Context: an optimization exercise on an open-source flow, tuned for small area. The choices shown serve that exercise and are no tape-out recipe. The RTL was checked by simulation tests, not by an equivalence proof against the original design. Power and IR drop assume default switching activity.

==> run D: inputs <==
==> flow/design.v <==
module uart_boot_engine (
    input  wire        clk,
    input  wire        rst,             
    input  wire        begin_i,         
    input  wire [31:0] img_size_i,      
    input  wire        img_bad_i,       
    input  wire        cancel_i,        
    output wire        img_req_o,
    output wire [19:0] img_addr_o,
    input  wire        img_ack_i,
    input  wire [7:0]  img_data_i,
    output wire        tx_valid_o,
    output wire [7:0]  tx_data_o,
    input  wire        tx_ready_i,
    input  wire        tx_err_i,        
    output wire        rx_ready_o,
    input  wire        rx_valid_i,
    input  wire [7:0]  rx_data_i,
    input  wire        rx_timeout_i,
    input  wire        rx_err_i,
    output reg         close_o,
    output reg         progress_valid_o,
    output wire [31:0] progress_o,
    output reg         result_valid_o,
    output wire [2:0]  state_o,
    output wire [2:0]  cause_o
);
    localparam [2:0] K_IDLE = 3'd0;
    localparam [2:0] K_PASS = 3'd1;   
    localparam [2:0] K_LOAD = 3'd2;   
    localparam [2:0] K_TX   = 3'd3;   
    localparam [2:0] K_RX   = 3'd4;   
    localparam [2:0] K_CLS  = 3'd5;   
    localparam [2:0] K_NXT  = 3'd6;   
    localparam [2:0] K_DONE = 3'd7;
    localparam [4:0] P_SOF = 5'd0;
    localparam [4:0] P_PAY = 5'd4;
    localparam [4:0] P_CRC = 5'd20;
    localparam [4:0] P_EOF = 5'd24;
    function [31:0] t4(input [3:0] x);
        integer i;
        reg [31:0] r;
        begin
            r = {28'd0, x};
            for (i = 0; i < 4; i = i + 1)
                r = r[0] ? ((r >> 1) ^ 32'hEDB88320) : (r >> 1);
            t4 = r;
        end
    endfunction
    reg [2:0]  ctl;
    reg [2:0]  st;
    reg [2:0]  cause;
    reg [1:0]  attempt;
    reg        cancelling;
    reg [19:0] size;
    reg [19:0] addr;
    reg [31:0] crc;             
    reg [31:0] park;            
    reg [2:0]  ph;              
    reg [4:0]  pc;
    reg        nh;              
    reg [3:0]  rcnt;
    reg        ok_a, ok_n;
    reg [7:0]  pbuf;            
    wire eq_hi  = (addr[19:9] == size[19:9]);
    wire eq_f   = eq_hi && (addr[8:0] == size[8:0]);
    wire off_end = &addr[8:0];
    wire k_cmd  = cancelling || !(st == 3'd2 || st == 3'd3);
    wire k_hdr  = !cancelling && st == 3'd2;
    wire k_data = !cancelling && st == 3'd3;
    wire [7:0] park_b = ~park[7:0];
    wire [7:0] crc_b  = ~crc[7:0];
    reg  [7:0] fb;
    always @(*) begin
        fb = 8'h00;
        case (pc)
            5'd0: fb = 8'hAA;
            5'd1: fb = k_hdr ? 8'h02 : k_data ? 8'h01 : 8'h00;
            5'd2: fb = k_hdr ? 8'h10 : k_data ? (eq_hi ? size[7:0] : 8'h00) : 8'h01;
            5'd3: fb = k_data ? (eq_hi ? {7'd0, size[8]} : 8'h02) : 8'h00;
            5'd4: fb = k_data ? pbuf : k_hdr ? size[7:0] :
                       cancelling ? 8'h02 : (st == 3'd4) ? 8'h01 : 8'h00;
            5'd5: fb = size[15:8];
            5'd6: fb = {4'd0, size[19:16]};
            5'd8, 5'd9, 5'd10, 5'd11: fb = park_b;
            5'd20, 5'd21, 5'd22, 5'd23: fb = crc_b;
            5'd24: fb = 8'hBB;
            default: fb = 8'h00;
        endcase
    end
    wire p_park  = (pc[4:2] == 3'd2);            
    wire p_crc   = (pc[4:2] == 3'd5);            
    wire p_one   = (pc == P_SOF) || (pc == P_EOF);
    wire p_dpay  = (pc == P_PAY) && k_data;
    wire tx_go   = (pc == P_SOF) ? (cancelling || !cancel_i) :
                   p_park ? (ph == {pc[1:0], 1'b0}) : 1'b1;
    assign tx_valid_o = (ctl == K_TX) && (p_dpay ? nh : (!nh && tx_go));
    assign tx_data_o  = fb;
    wire   tx_fire    = tx_valid_o && tx_ready_i;
    assign img_req_o  = ((ctl == K_PASS) || ((ctl == K_TX) && p_dpay && !nh)) && !eq_f;
    assign img_addr_o = addr;
    wire   img_fire   = img_req_o && img_ack_i;
    assign rx_ready_o = (ctl == K_RX) && !cancel_i;
    assign state_o    = st;
    assign cause_o    = cause;
    assign progress_o = {12'd0, addr};
    reg        c_init, c_step, c_shift;
    reg [3:0]  c_d;
    wire [3:0]  c_x   = c_shift ? 4'd0 : (crc[3:0] ^ c_d);
    wire [31:0] c_nxt = (crc >> 4) ^ t4(c_x);
    wire [7:0] byte_in = ((ctl == K_PASS) || (p_dpay && !nh)) ? img_data_i : fb;
    always @(*) begin
        c_init  = 1'b0;
        c_step  = 1'b0;
        c_shift = 1'b0;
        c_d     = nh ? byte_in[7:4] : byte_in[3:0];
        if (p_park && ctl == K_TX) c_d = park_b[3:0];
        case (ctl)
            K_PASS: c_step = img_fire;
            K_LOAD: begin c_step = 1'b1; c_shift = 1'b1; end
            K_TX: begin
                if (pc == P_SOF) c_init = tx_fire;
                else if (p_crc) begin
                    c_shift = 1'b1;
                    c_step  = nh || tx_fire;
                end else if (pc != P_EOF) begin
                    if (p_dpay) c_step = nh ? tx_fire : img_fire;
                    else        c_step = nh || tx_fire;
                end
            end
            default: ;
        endcase
    end
    reg [7:0] exp_a, exp_n;
    always @(*) begin
        case (rcnt)
            4'd0: exp_a = 8'hAA;
            4'd1: exp_a = 8'h03;
            4'd2: exp_a = 8'h01;
            4'd3: exp_a = 8'h00;
            4'd4: exp_a = 8'h00;
            4'd5: exp_a = 8'hC5;
            4'd6: exp_a = 8'h1A;
            4'd7: exp_a = 8'h33;
            4'd8: exp_a = 8'h32;
            default: exp_a = 8'hBB;
        endcase
        case (rcnt)
            4'd4: exp_n = 8'h01;
            4'd5: exp_n = 8'h53;
            4'd6: exp_n = 8'h2A;
            4'd7: exp_n = 8'h34;
            4'd8: exp_n = 8'h45;
            default: exp_n = exp_a;
        endcase
    end
    always @(posedge clk) begin
        close_o          <= 1'b0;
        progress_valid_o <= 1'b0;
        result_valid_o   <= 1'b0;
        ph   <= ph + 3'd1;
        park <= {(ctl == K_LOAD) ? crc[3:0] : park[3:0], park[31:4]};
        if (c_init)
            crc <= 32'hFFFFFFFF;
        else if (c_step)
            crc <= c_nxt;
        if (rst) begin
            ctl        <= K_IDLE;
            st         <= 3'd0;
            cause      <= 3'd0;
            cancelling <= 1'b0;
            ph         <= 3'd0;
        end else begin
            case (ctl)
                K_IDLE: begin
                    if (cancel_i) begin
                        cause          <= 3'd6;
                        st             <= 3'd6;
                        result_valid_o <= 1'b1;
                        ctl            <= K_DONE;
                    end else if (begin_i) begin
                        if (img_bad_i || img_size_i[31:20] != 12'd0) begin
                            cause          <= 3'd5;
                            st             <= 3'd6;
                            result_valid_o <= 1'b1;
                            ctl            <= K_DONE;
                        end else begin
                            size    <= img_size_i[19:0];
                            addr    <= 20'd0;
                            attempt <= 2'd0;
                            st      <= 3'd1;
                            nh      <= 1'b0;
                            pc      <= P_SOF;
                            crc     <= 32'hFFFFFFFF;
                            ctl     <= K_PASS;
                        end
                    end
                end
                K_PASS: begin
                    if (eq_f) begin
                        if (ph == 3'd7) begin
                            addr <= 20'd0;
                            ctl  <= K_LOAD;
                        end
                    end else if (img_fire) begin
                        nh <= !nh;
                        if (nh) addr <= addr + 20'd1;
                    end
                end
                K_LOAD: begin
                    if (ph == 3'd7) ctl <= K_TX;
                end
                K_TX: begin
                    if (pc == P_SOF) begin
                        if (!cancelling && cancel_i) begin
                            if (st == 3'd1 && attempt == 2'd0) begin
                                close_o        <= 1'b1;
                                cause          <= 3'd6;
                                st             <= 3'd6;
                                result_valid_o <= 1'b1;
                                ctl            <= K_DONE;
                            end else
                                cancelling <= 1'b1;
                        end else if (tx_fire) begin
                            addr[8:0] <= k_data ? 9'd0 : addr[8:0];
                            pc <= 5'd1;
                        end
                    end else if (pc == P_EOF) begin
                        if (tx_fire) begin
                            pc <= P_SOF;
                            if (cancelling) begin
                                close_o        <= 1'b1;
                                cause          <= 3'd6;
                                st             <= 3'd6;
                                result_valid_o <= 1'b1;
                                ctl            <= K_DONE;
                            end else if (tx_err_i) begin
                                cause          <= 3'd1;
                                st             <= 3'd6;
                                result_valid_o <= 1'b1;
                                ctl            <= K_DONE;
                            end else begin
                                attempt <= attempt + 2'd1;
                                rcnt    <= 4'd0;
                                ok_a    <= 1'b1;
                                ok_n    <= 1'b1;
                                ctl     <= K_RX;
                            end
                        end
                    end else if (p_dpay) begin
                        if (!nh) begin
                            if (eq_f) pc <= P_CRC;
                            else if (img_fire) begin
                                pbuf <= img_data_i;
                                nh   <= 1'b1;
                            end
                        end else if (tx_fire) begin
                            nh <= 1'b0;
                            if (off_end) pc <= P_CRC;
                            else addr <= addr + 20'd1;
                        end
                    end else begin
                        if (nh) begin
                            nh <= 1'b0;
                            pc <= (pc == P_PAY && k_cmd) ? P_CRC : pc + 5'd1;
                        end else if (tx_fire)
                            nh <= 1'b1;
                    end
                end
                K_RX: begin
                    if (cancel_i) begin
                        cancelling <= 1'b1;
                        ctl        <= K_TX;
                    end else if (rx_err_i) begin
                        cause          <= 3'd1;
                        st             <= 3'd6;
                        result_valid_o <= 1'b1;
                        ctl            <= K_DONE;
                    end else if (rx_timeout_i) begin
                        if (attempt != 2'd3)
                            ctl <= K_TX;
                        else begin
                            cause          <= 3'd2;
                            st             <= 3'd6;
                            result_valid_o <= 1'b1;
                            ctl            <= K_DONE;
                        end
                    end else if (rx_valid_i) begin
                        ok_a <= ok_a && (rx_data_i == exp_a);
                        ok_n <= ok_n && (rx_data_i == exp_n);
                        rcnt <= rcnt + 4'd1;
                        if (rcnt == 4'd9) ctl <= K_CLS;
                    end
                end
                K_CLS: begin
                    if (ok_a) begin
                        attempt <= 2'd0;
                        case (st)
                            3'd1: begin
                                st  <= 3'd2;
                                ctl <= K_TX;
                            end
                            3'd2: begin
                                addr <= 20'd0;
                                ctl  <= K_NXT;
                            end
                            3'd3: begin
                                if (!eq_f) addr <= addr + 20'd1;
                                progress_valid_o <= 1'b1;
                                ctl              <= K_NXT;
                            end
                            default: begin
                                st             <= 3'd5;
                                result_valid_o <= 1'b1;
                                ctl            <= K_DONE;
                            end
                        endcase
                    end else if (attempt != 2'd3) begin
                        ctl <= K_TX;
                    end else begin
                        cause          <= ok_n ? 3'd3 : 3'd4;
                        st             <= 3'd6;
                        result_valid_o <= 1'b1;
                        ctl            <= K_DONE;
                    end
                end
                K_NXT: begin
                    st  <= eq_f ? 3'd4 : 3'd3;
                    ctl <= K_TX;
                end
                default: ;
            endcase
        end
    end
endmodule
==> flow/run.sh <==
#!/bin/bash
# synth_recipe.tcl (not shown) runs the flow's synth.tcl, then flattens the netlist and writes it again
# the make line also repeats each setting of config.mk as NAME=value (left out here)
make -C /OpenROAD-flow-scripts/flow DESIGN_CONFIG=/design/flow/config.mk WORK_HOME=/design/flow/orfs CLKGATE_MAP_FILE= SYNTH_SCRIPT=/design/flow/synth_recipe.tcl finish
==> flow/config.mk <==
export PLATFORM = sky130hd
export DESIGN_NAME = uart_boot_engine
export DESIGN_NICKNAME = uart_boot_engine
export VERILOG_FILES = /design/flow/design.v
export SDC_FILE = /design/flow/constraint.sdc
export NUM_CORES = 4
export LEC_CHECK = 0
export CAP_MARGIN = 20
export CORE_MARGIN = 2
export CORE_UTILIZATION = 40
export PLACE_DENSITY = 0.6
export SLEW_MARGIN = 20
==> flow/constraint.sdc <==
create_clock -name core_clock -period 12.0 [get_ports {clk}]
set_input_delay 2.4000 -clock core_clock [delete_from_list [all_inputs] [get_ports {clk}]]
set_output_delay 2.4000 -clock core_clock [all_outputs]
set_load 0.01 [all_outputs]
==> inputs of run X, as changes to run D <==
--- a/flow/design.v
+++ b/flow/design.v
@@ -21,3 +21,3 @@
     output reg         close_o,
-    output reg         progress_valid_o,
+    output wire        progress_valid_o,
     output wire [31:0] progress_o,
@@ -61,4 +61,3 @@
     reg        nh;              
-    reg [3:0]  rcnt;
-    reg        ok_a, ok_n;
+    reg        ok, is_n;          
     reg [7:0]  pbuf;            
@@ -106,2 +105,3 @@
     assign progress_o = {12'd0, addr};
+    assign progress_valid_o = (ctl == K_NXT) && (st == 3'd3);
     reg        c_init, c_step, c_shift;
@@ -133,28 +133,19 @@
     end
-    reg [7:0] exp_a, exp_n;
+    reg [7:0] exp_b;
     always @(*) begin
-        case (rcnt)
-            4'd0: exp_a = 8'hAA;
-            4'd1: exp_a = 8'h03;
-            4'd2: exp_a = 8'h01;
-            4'd3: exp_a = 8'h00;
-            4'd4: exp_a = 8'h00;
-            4'd5: exp_a = 8'hC5;
-            4'd6: exp_a = 8'h1A;
-            4'd7: exp_a = 8'h33;
-            4'd8: exp_a = 8'h32;
-            default: exp_a = 8'hBB;
-        endcase
-        case (rcnt)
-            4'd4: exp_n = 8'h01;
-            4'd5: exp_n = 8'h53;
-            4'd6: exp_n = 8'h2A;
-            4'd7: exp_n = 8'h34;
-            4'd8: exp_n = 8'h45;
-            default: exp_n = exp_a;
+        case (pc[3:0])
+            4'd0: exp_b = 8'hAA;
+            4'd1: exp_b = 8'h03;
+            4'd2: exp_b = 8'h01;
+            4'd5: exp_b = is_n ? 8'h53 : 8'hC5;
+            4'd6: exp_b = is_n ? 8'h2A : 8'h1A;
+            4'd7: exp_b = is_n ? 8'h34 : 8'h33;
+            4'd8: exp_b = is_n ? 8'h45 : 8'h32;
+            4'd9: exp_b = 8'hBB;
+            default: exp_b = 8'h00;
         endcase
     end
+    wire rx_match = (rx_data_i[7:1] == exp_b[7:1]) && (pc[3:0] == 4'd4 || rx_data_i[0] == exp_b[0]);
     always @(posedge clk) begin
         close_o          <= 1'b0;
-        progress_valid_o <= 1'b0;
         result_valid_o   <= 1'b0;
@@ -243,5 +234,4 @@
                                 attempt <= attempt + 2'd1;
-                                rcnt    <= 4'd0;
-                                ok_a    <= 1'b1;
-                                ok_n    <= 1'b1;
+                                ok      <= 1'b1;
+                                is_n    <= 1'b0;
                                 ctl     <= K_RX;
@@ -272,2 +262,3 @@
                         cancelling <= 1'b1;
+                        pc         <= P_SOF;
                         ctl        <= K_TX;
@@ -279,2 +270,3 @@
                     end else if (rx_timeout_i) begin
+                        pc <= P_SOF;
                         if (attempt != 2'd3)
@@ -288,6 +280,6 @@
                     end else if (rx_valid_i) begin
-                        ok_a <= ok_a && (rx_data_i == exp_a);
-                        ok_n <= ok_n && (rx_data_i == exp_n);
-                        rcnt <= rcnt + 4'd1;
-                        if (rcnt == 4'd9) ctl <= K_CLS;
+                        ok <= ok && rx_match;
+                        if (pc[3:0] == 4'd4) is_n <= rx_data_i[0];
+                        pc   <= pc + 5'd1;
+                        if (pc[3:0] == 4'd9) ctl <= K_CLS;
                     end
@@ -295,3 +287,4 @@
                 K_CLS: begin
-                    if (ok_a) begin
+                    pc <= P_SOF;
+                    if (ok && !is_n) begin
                         attempt <= 2'd0;
@@ -308,4 +301,3 @@
                                 if (!eq_f) addr <= addr + 20'd1;
-                                progress_valid_o <= 1'b1;
-                                ctl              <= K_NXT;
+                                ctl <= K_NXT;
                             end
@@ -320,3 +312,3 @@
                     end else begin
-                        cause          <= ok_n ? 3'd3 : 3'd4;
+                        cause          <= (ok && is_n) ? 3'd3 : 3'd4;
                         st             <= 3'd6;
==> flow/flow/run.sh (new file) <==
#!/bin/bash
set -uo pipefail
cd "$(dirname "$0")/.."
bash standard.sh \
  "BUFFER_PORTS_ARGS=-buffer_cell sky130_fd_sc_hd__buf_1" \
  "CTS_ARGS=-sink_clustering_enable -repair_clock_nets -dont_use_dummy_load -buf_list sky130_fd_sc_hd__clkbuf_8" \
  finish > make_finish.log 2>&1
==> flow/standard.sh (new file) <==
#!/bin/bash
# synth_recipe.tcl (not shown) runs the flow's synth.tcl, then flattens the netlist and writes it again
# the make line also repeats each setting of config.mk as NAME=value (left out here)
make -C /OpenROAD-flow-scripts/flow DESIGN_CONFIG=/design/flow/config.mk WORK_HOME=/design/flow/orfs CLKGATE_MAP_FILE= SYNTH_SCRIPT=/design/flow/synth_recipe.tcl "${@:-finish}"
--- a/flow/config.mk
+++ b/flow/config.mk
@@ -9,4 +9,4 @@
 export CORE_MARGIN = 2
-export CORE_UTILIZATION = 40
-export PLACE_DENSITY = 0.6
+export CORE_UTILIZATION = 70
+export PLACE_DENSITY = 0.75
 export SLEW_MARGIN = 20
removed: flow/run.sh
==> summary.txt <==
- The peak ir drop on the vdd network is 0.000253 V.
- After detailed routing, the average wire length per cell comes to between 20 and 25 um.
- For the worst flop-to-flop path, the logic depth is 12.
- Entering global routing, the biggest net connects 36 pins.
- The number of multi-input combinational cells in the layout is 658.
- Among all stages on the critical path, the largest delay is contributed by sky130_fd_sc_hd__buf_1.
- The critical path depth in cells is 4.
- Static timing analysis puts the maximum clock frequency at around 170 MHz.
- The met1 routing resource usage after global routing is a little under half.
- The via count of the first global-routing pass was about 6800.
- The flow ran to the end and the layout has no timing, DRC or antenna violations.
- Cell internal power was estimated by the tool at about 1200 uW.
- The overall die area is roughly 0.012 sq mm.
- Total power for the finished layout comes to around 2200 uW.
- Sequential cells make up between 30% and 40% of the cell area.
The numbers above come from run X.

==> summary.txt <==
- The run finished with no timing, DRC or antenna violations.
- The total design power is ~2700 uW.
- For this run, combinational gates with multiple inputs come to slightly below 700.
- The overall die area is 0.0225 sq mm.
- The number of cells traversed by the worst register-to-register path is 10.
- The fraction of area in non-clock buffers is a little under an eighth.
- The critical path depth in cells is 5.
- The floorplan row count is 53.
- For hold timing, the worst endpoint is park[9].
- The routed length per instance is ~18 um.
- The maximum number of pins on one net before global-route repair is 45.
- The internal power is between 1500 and 2000 uW.
- The peak ir drop on the vdd network is approximately 0.00011 V.
- The worst hold path passes through 0 cells.
- The sequential share of cell area is a little over a third.
- For this run, global-route usage on met1 was measured as around 30%.
- The maximum clock frequency is ~150 MHz.
- Per report_power, the Clock row totals about 580 uW.
The numbers above come from run D.

-- separate check: timing with driven ports --
No port has a modelled driver above. Below, the same layouts with a new extraction and two added sets of constraints. Step 1 assumes that a clkbuf_16 drives the clock port and a buf_2 every other input. Step 2 adds t to the input delays and takes it off the output delays; t is the mean of the earliest and latest rising clock arrival at the registers after step 1. Input paths then give back, and output paths get back, about the clock's delay inside the block. Slacks: ideal / step 1 / step 2; pairs: ideal / step 1.
| run | shift t [ns] | setup WS [ns] | worst setup path after step 2 | latest minus earliest clock arrival (ns) |
|---|---|---|---|---|
| run D | 0.471 | 5.112 / 5.074 / 5.074 | input to output | 0.011 / 0.012 |
| run X | 0.488 | 6.146 / 6.123 / 6.123 | input to output | 0.029 / 0.028 |
After both steps setup and hold are still met in every run listed. For run D, which loses most, drivers alone change the setup slack by -0.038 ns; drivers and shift together by -0.038 ns.
